This is an optimization exercise on Yosys and OpenROAD, whose aim is small area and a short achievable clock period, not a production implementation. Function was checked by simulation only, so behaviour that the tests miss may differ from the original.

== maple ==
Design ooo_engine, start of the top module:
module ooo_engine (
    input  logic         clk,
    input  logic         rst,
    input  logic [1:0]   tr_cnt,
    input  logic [3:0]   tr_op,
    input  logic [13:0]  tr_dst,
    input  logic [13:0]  tr_src1,
    input  logic [13:0]  tr_src2,
    output logic [1:0]   tr_pop,
    output logic [1:0]   rt_valid,
    output logic [31:0]  rt_seq,
    output logic [3:0]   rt_op,
    output logic [13:0]  rt_dst,
    output logic [13:0]  rt_src1,
    output logic [13:0]  rt_src2,
    output logic [287:0] rt_cyc,
    output logic [287:0] rt_dur,
    output logic         done,
    output logic [15:0]  cycles,
    output logic [15:0]  count
);
  localparam int RECW = 23;
  localparam int UW = 11;
  localparam int STW = 31;
  function automatic logic [2:0] latency(input logic [1:0] op);
    case (op)
      2'd0:    latency = 3'd1;
      2'd1:    latency = 3'd2;
      default: latency = 3'd5;
    endcase
  endfunction
  function automatic logic [16:0] radd(input logic [15:0] a, input logic [15:0] b, input logic ci);
    logic c;
    c = ci;
    for (int i = 0; i < 16; i++) begin
      radd[i] = a[i] ^ b[i] ^ c;
      c = (a[i] & b[i]) | (c & (a[i] ^ b[i]));
    end
    radd[16] = c;
  endfunction
  ...
For scale: about 7300 cells after synthesis, roughly 1400 flip-flops, about 740 I/O pins, ~0.073 mm2 of cells after synthesis.
clock: 80.0 ns
lec_check: 0
cap_margin: 20
core_margin: 2
core_utilization: 60
cts_cluster_diameter: 100
cts_cluster_size: 25
slew_margin: 20
standard.sh (not shown) runs the stock make flow with config.mk's settings and CLKGATE_MAP_FILE= SYNTH_SCRIPT=/design/flow/synth_recipe.tcl, a recipe that flattens the netlist after the stock synthesis.
==> flow/flow/run.sh <==
#!/bin/bash
# The standard layout (standard.sh) with these changes:
# - synthesis: the standard synthesis with ABC_AREA=1 and flow/area.abc as
#   ABC's area script (ORFS's scripts are copied to myscripts/ with only
#   abc_area.script replaced); the steps before ABC, and so the registers,
#   are unchanged;
# - the port buffers are the smallest buffer;
# - repair_timing is asked for a setup margin that makes it work on the
#   input-to-output paths.
# Each step's full output goes to a log here (flow_synth.log, flow_make.log);
# each ORFS step also keeps its own log under orfs/logs.
set -euo pipefail
rm -rf myscripts
cp -r "$FLOW_HOME/scripts" myscripts
cp flow/area.abc myscripts/abc_area.script
KNOBS=("BUFFER_PORTS_ARGS=-buffer_cell sky130_fd_sc_hd__buf_1" "SETUP_SLACK_MARGIN=50")
bash standard.sh synth "SCRIPTS_DIR=$PWD/myscripts" ABC_AREA=1 "${KNOBS[@]}" > flow_synth.log 2>&1
bash standard.sh finish "${KNOBS[@]}" > flow_make.log 2>&1
==> flow/flow/area.abc <==
strash
dc2
dch -f
map -a
strash
dc2
dch -f
map -a
strash
dch -f
map -a
topo
For oak, these inputs were changed with respect to maple:
--- a/flow/flow/run.sh
+++ b/flow/flow/run.sh
@@ -3,4 +3,4 @@
-# - synthesis: the standard synthesis with ABC_AREA=1 and flow/area.abc as
-#   ABC's area script (ORFS's scripts are copied to myscripts/ with only
-#   abc_area.script replaced); the steps before ABC, and so the registers,
-#   are unchanged;
+# - synthesis: the standard synthesis with ABC_AREA=1, flow/area.abc as
+#   ABC's area script, and the weakest (size 0) cells left out of ABC's
+#   mapping. ORFS's scripts are copied to myscripts/ with only those two
+#   things changed; the steps before ABC, and so the registers, are the same;
@@ -15,0 +16,2 @@
+sed -i 's|^set lib_dont_use_args ""$|set lib_dont_use_args "-dont_use sky130_fd_sc_hd__*_0"|' myscripts/synth_preamble.tcl
+grep -q 'set lib_dont_use_args "-dont_use sky130_fd_sc_hd__\*_0"' myscripts/synth_preamble.tcl
### Flow results
No stage failed in oak, and the final checks on the layout all came back clean.
Between oak and maple, the x dimension of the die does not differ in any meaningful way.
Looking at oak and maple, the area growth from synthesis to layout is a wash.
oak vs. maple: final period utilization barely changed, global routing usage on met3 climbed 0.84 points, tightest slew margin relative to the limit dropped 0.75 points.

static timing again, ports no longer ideal:
The results above use ideal ports. As a check the final layouts listed here were re-extracted and re-timed, cells and wires unchanged. Step 1: set_driving_cell puts a clkbuf_16 on clk and a buf_2 on each other input, an assumption about the parent block. Step 2 moves the port delays by t, midway between the first and last clock arrival at a register: inputs arrive t later, outputs are due t later. That takes back most of the time a late clock gives input paths. a / b / c = no drivers / after step 1 / after step 2; a / b = the first two.
run	t, ns	setup slack, ns	worst setup path after step 2	pins driven straight from the clock port
maple	0.802	47.452 / 47.411 / 47.411	input to output	1
oak	0.788	47.493 / 47.422 / 47.422	input to output	1
After both steps setup and hold are still met in every run listed. The setup slack of oak, which loses most, moves by -0.071 ns with the drivers and by -0.071 ns with both steps.
